This design comes from an exercise in tuning for small area and few clock cycles on the open sky130 flow, not from production work. At most, simulation tests tie the RTL to the original design; equivalence was not proved. Power figures rest on the tool's default switching activity, not on a simulated workload.

// can_codec
module can_codec (
    input  wire         clk,
    input  wire         rst,
    input  wire         enc_in_valid,
    output wire         enc_in_ready,
    input  wire         enc_in_fd,
    input  wire [28:0]  enc_in_id,
    input  wire         enc_in_ext,
    input  wire         enc_in_rtr,
    input  wire         enc_in_fdf,
    input  wire         enc_in_brs,
    input  wire [7:0]   enc_in_len,
    input  wire [511:0] enc_in_data,
    output wire         enc_out_valid,
    input  wire         enc_out_ready,
    output wire [63:0]  enc_out_word,
    output wire         enc_out_last,
    output wire         enc_out_err,
    input  wire         dec_in_valid,
    output wire         dec_in_ready,
    input  wire [63:0]  dec_in_word,
    input  wire         dec_in_fd,
    output wire         dec_out_valid,
    input  wire         dec_out_ready,
    output wire         dec_out_err,
    output wire [28:0]  dec_out_id,
    output wire         dec_out_ext,
    output wire         dec_out_rtr,
    output wire         dec_out_fdf,
    output wire         dec_out_brs,
    output wire [7:0]   dec_out_len,
    output wire [511:0] dec_out_data,
    output wire [2:0]   dec_out_status,
    output wire [2:0]   dec_out_slots
);
    can_enc u_enc (
        .clk       (clk),
        .rst       (rst),
        .in_valid  (enc_in_valid),
        .in_ready  (enc_in_ready),
        .in_fd     (enc_in_fd),
        .in_id     (enc_in_id),
        .in_ext    (enc_in_ext),
  ...
clock: 6.0 ns
lec_check: 0
cap_margin: 20
core_area: 10 10 360 360
die_area: 0 0 370 370
setup_slack_margin: 0.3
slew_margin: 20
standard.sh (not shown) runs the stock make flow with config.mk's settings and CLKGATE_MAP_FILE= SYNTH_SCRIPT=/design/flow/synth_recipe.tcl, a recipe that flattens the netlist after the stock synthesis.
==> flow/flow/run.sh <==
#!/bin/bash
# Standard ORFS layout (the standard.sh, unchanged synthesis), except that
# the port buffers are the smallest buffer cell instead of the one buffer_ports
# picks by itself (clkdlybuf4s50_1). Every port still gets its own buffer.
set -euo pipefail
export BUFFER_PORTS_ARGS="-buffer_cell sky130_fd_sc_hd__buf_1"
bash standard.sh > standard.log 2>&1
The first run finished with timing, DRC and antenna clean.
Next try:
--- a/flow/config.mk
+++ b/flow/config.mk
@@ -6,7 +6,7 @@
 export NUM_CORES = 4
 export LEC_CHECK = 0
-export CAP_MARGIN = 20
+export CAP_MARGIN = 0
 export CORE_AREA = 10 10 360 360
 export DIE_AREA = 0 0 370 370
-export SETUP_SLACK_MARGIN = 0.3
-export SLEW_MARGIN = 20
+export SETUP_SLACK_MARGIN = 0.1
+export SLEW_MARGIN = 0
After rerunning: Sequential cell count stays the same; final cell count stays flat; clock skew stays flat; worst setup slack got worse by 0.19 ns; cell area hardly moves; die area does not change; area after synthesis does not change; combinational power barely changes; utilization hardly moves; worst hold slack hardly moves; wire length is lower slightly.
No functional check of the RTL was part of any run of this note.

Another version of the RTL of can_codec (not shown whole).
Size: ~1200 cells after synthesis, about 500 flip-flops, ~1300 I/O pins, about 0.020 mm^2 of cells after synthesis.
## can_codec
module can_codec (
    input  wire         clk,
    input  wire         rst,
    input  wire         enc_in_valid,
    output wire         enc_in_ready,
    input  wire         enc_in_fd,
    input  wire [28:0]  enc_in_id,
    input  wire         enc_in_ext,
    input  wire         enc_in_rtr,
    input  wire         enc_in_fdf,
    input  wire         enc_in_brs,
    input  wire [7:0]   enc_in_len,
    input  wire [511:0] enc_in_data,
    output wire         enc_out_valid,
    input  wire         enc_out_ready,
    output wire [63:0]  enc_out_word,
    output wire         enc_out_last,
    output wire         enc_out_err,
    input  wire         dec_in_valid,
    output wire         dec_in_ready,
    input  wire [63:0]  dec_in_word,
    input  wire         dec_in_fd,
    output wire         dec_out_valid,
    input  wire         dec_out_ready,
    output wire         dec_out_err,
    output wire [28:0]  dec_out_id,
    output wire         dec_out_ext,
    output wire         dec_out_rtr,
    output wire         dec_out_fdf,
    output wire         dec_out_brs,
    output wire [7:0]   dec_out_len,
    output wire [511:0] dec_out_data,
    output wire [2:0]   dec_out_status,
    output wire [2:0]   dec_out_slots
);
==> flow/config.mk <==
export PLATFORM = sky130hd
export DESIGN_NAME = can_codec
export DESIGN_NICKNAME = can_codec
export VERILOG_FILES = /design/flow/design.v
export SDC_FILE = /design/flow/constraint.sdc
export NUM_CORES = 4
export LEC_CHECK = 0
export CAP_MARGIN = 20
export CORE_AREA = 10 10 360 360
export DIE_AREA = 0 0 370 370
export SETUP_SLACK_MARGIN = 0.3
export SLEW_MARGIN = 20
==> flow/constraint.sdc <==
create_clock -name core_clock -period 6.0 [get_ports {clk}]
set_input_delay 1.2000 -clock core_clock [delete_from_list [all_inputs] [get_ports {clk}]]
set_output_delay 1.2000 -clock core_clock [all_outputs]
set_load 0.01 [all_outputs]
==> flow/flow/run.sh <==
#!/bin/bash
# Standard ORFS layout (the standard.sh, unchanged synthesis), except:
# - the port buffers are the smallest buffer cell instead of the one
#   buffer_ports picks by itself (clkdlybuf4s50_1); every port still gets
#   its own buffer;
# - the clock tree uses smaller buffers, larger sink clusters and no dummy
#   loads.
set -euo pipefail
export BUFFER_PORTS_ARGS="-buffer_cell sky130_fd_sc_hd__buf_1"
export CTS_ARGS="-sink_clustering_enable -repair_clock_nets -dont_use_dummy_load -buf_list sky130_fd_sc_hd__clkbuf_8 -sink_clustering_size 16 -sink_clustering_max_diameter 60"
export GPL_KEEP_OVERFLOW=0.3
bash standard.sh > standard.log 2>&1
The first run ran to the end with no violations.
Testbench counts at the start, summed over its fixed seeds: cycles 14,450.
Change:
--- a/flow/flow/run.sh
+++ b/flow/flow/run.sh
@@ -9,4 +9,3 @@
 export BUFFER_PORTS_ARGS="-buffer_cell sky130_fd_sc_hd__buf_1"
-export CTS_ARGS="-sink_clustering_enable -repair_clock_nets -dont_use_dummy_load -buf_list sky130_fd_sc_hd__clkbuf_8 -sink_clustering_size 16 -sink_clustering_max_diameter 60"
-export GPL_KEEP_OVERFLOW=0.3
+export CTS_ARGS="-sink_clustering_enable -repair_clock_nets -dont_use_dummy_load -buf_list sky130_fd_sc_hd__clkbuf_4 -root_buf sky130_fd_sc_hd__clkbuf_8 -sink_clustering_size 10 -sink_clustering_max_diameter 40"
 bash standard.sh > standard.log 2>&1
Result: Utilization hardly moves. Synthesized area stays the same. Combinational power barely changes. Sequential power hardly moves. Total power drops by about 1.5%. Non-clock buffer count drops by 1. Clock skew climbs by 0.045 ns.
Change:
--- a/flow/flow/run.sh
+++ b/flow/flow/run.sh
@@ -9,3 +9,3 @@
 export BUFFER_PORTS_ARGS="-buffer_cell sky130_fd_sc_hd__buf_1"
-export CTS_ARGS="-sink_clustering_enable -repair_clock_nets -dont_use_dummy_load -buf_list sky130_fd_sc_hd__clkbuf_4 -root_buf sky130_fd_sc_hd__clkbuf_8 -sink_clustering_size 10 -sink_clustering_max_diameter 40"
+export CTS_ARGS="-sink_clustering_enable -repair_clock_nets -dont_use_dummy_load -buf_list sky130_fd_sc_hd__clkbuf_8 -sink_clustering_size 16 -sink_clustering_max_diameter 60"
 bash standard.sh > standard.log 2>&1
- PLACE_DENSITY: unset -> 0.75
Worst hold slack improves by 0.012 ns.
Via count is higher by 2.2%.
Sequential share of layout area went down by 0.51 points.
Clock skew stays flat.
Critical path depth climbs by 2.
Power climbs by 1.4%.
Area after synthesis stays the same.
Global-route usage climbs by 0.22 points.
Non-clock buffer count is higher by 25.
Cell area grows by 0.97%.
Worst setup slack is worse by 0.038 ns.
Change:
- CORE_AREA: 10 10 360 360 -> 10 10 350 350
- DIE_AREA: 0 0 370 370 -> 0 0 360 360
- PLACE_DENSITY: 0.75 -> unset
What happened: Die area is lower by 5.3%; setup slack gains 0.14 ns; wire length is lower by 0.38%; total power is higher by 0.32%; sequential power hardly moves; worst hold slack loses 0.012 ns; combinational power hardly moves; global-route usage is higher by 1.3 points; clock skew is lower by 0.0047 ns.
Change:
- CORE_AREA: 10 10 350 350 -> 10 10 360 360
- DIE_AREA: 0 0 360 360 -> 0 0 370 370
Cell count climbs by 3.1%.
Synthesized cell count stays the same.
Clock-buffer cell count decreases by 2.
Global-route usage came out lower by 1.7 points.
First-iteration DRC count drops by 2.1%.
Wire length went down by 1.2%.
Fmax decreases by 1.5%.
Setup slack degrades by 0.080 ns.
Total power shrinks by 0.87%.
Utilization decreases by 1.3 points.
Clock skew decreases by 0.014 ns.

==> static timing again, ports no longer ideal <==
The results above use ideal ports. As a check the final layouts listed here were re-extracted and re-timed, cells and wires unchanged. Step 1: set_driving_cell puts a clkbuf_16 on clk and a buf_2 on each other input, an assumption about the parent block. Step 2 times the ports against the registers' clock, not the clock port: input delays grow and output delays shrink by t, the midpoint of the rising clock arrivals with the driver on. a / b / c = ideal / step 1 / step 2; a / b = the first two.
| run | t (ns) | setup slack, ns | worst setup path at the end |
|---|---|---|---|
| the first run of note 1 | 0.666 | 0.340 / 0.285 / 0.285 | input to output |
| the second run of note 1 | 0.664 | 0.146 / 0.089 / 0.089 | input to output |
| the first run of note 2 | 0.736 | 0.503 / 0.464 / 0.464 | input to output |
| the second run of note 2 | 0.712 | 0.511 / 0.464 / 0.464 | input to output |
| the third run of note 2 | 0.716 | 0.473 / 0.428 / 0.428 | input to output |
| the fourth run of note 2 | 0.743 | 0.611 / 0.560 / 0.560 | input to output |
| the fifth run of note 2 | 0.713 | 0.531 / 0.473 / 0.473 | input to output |
After both steps every run listed still meets setup and hold. The setup slack of the fifth run of note 2, which loses most, moves by -0.058 ns with the drivers and by -0.058 ns with both steps.
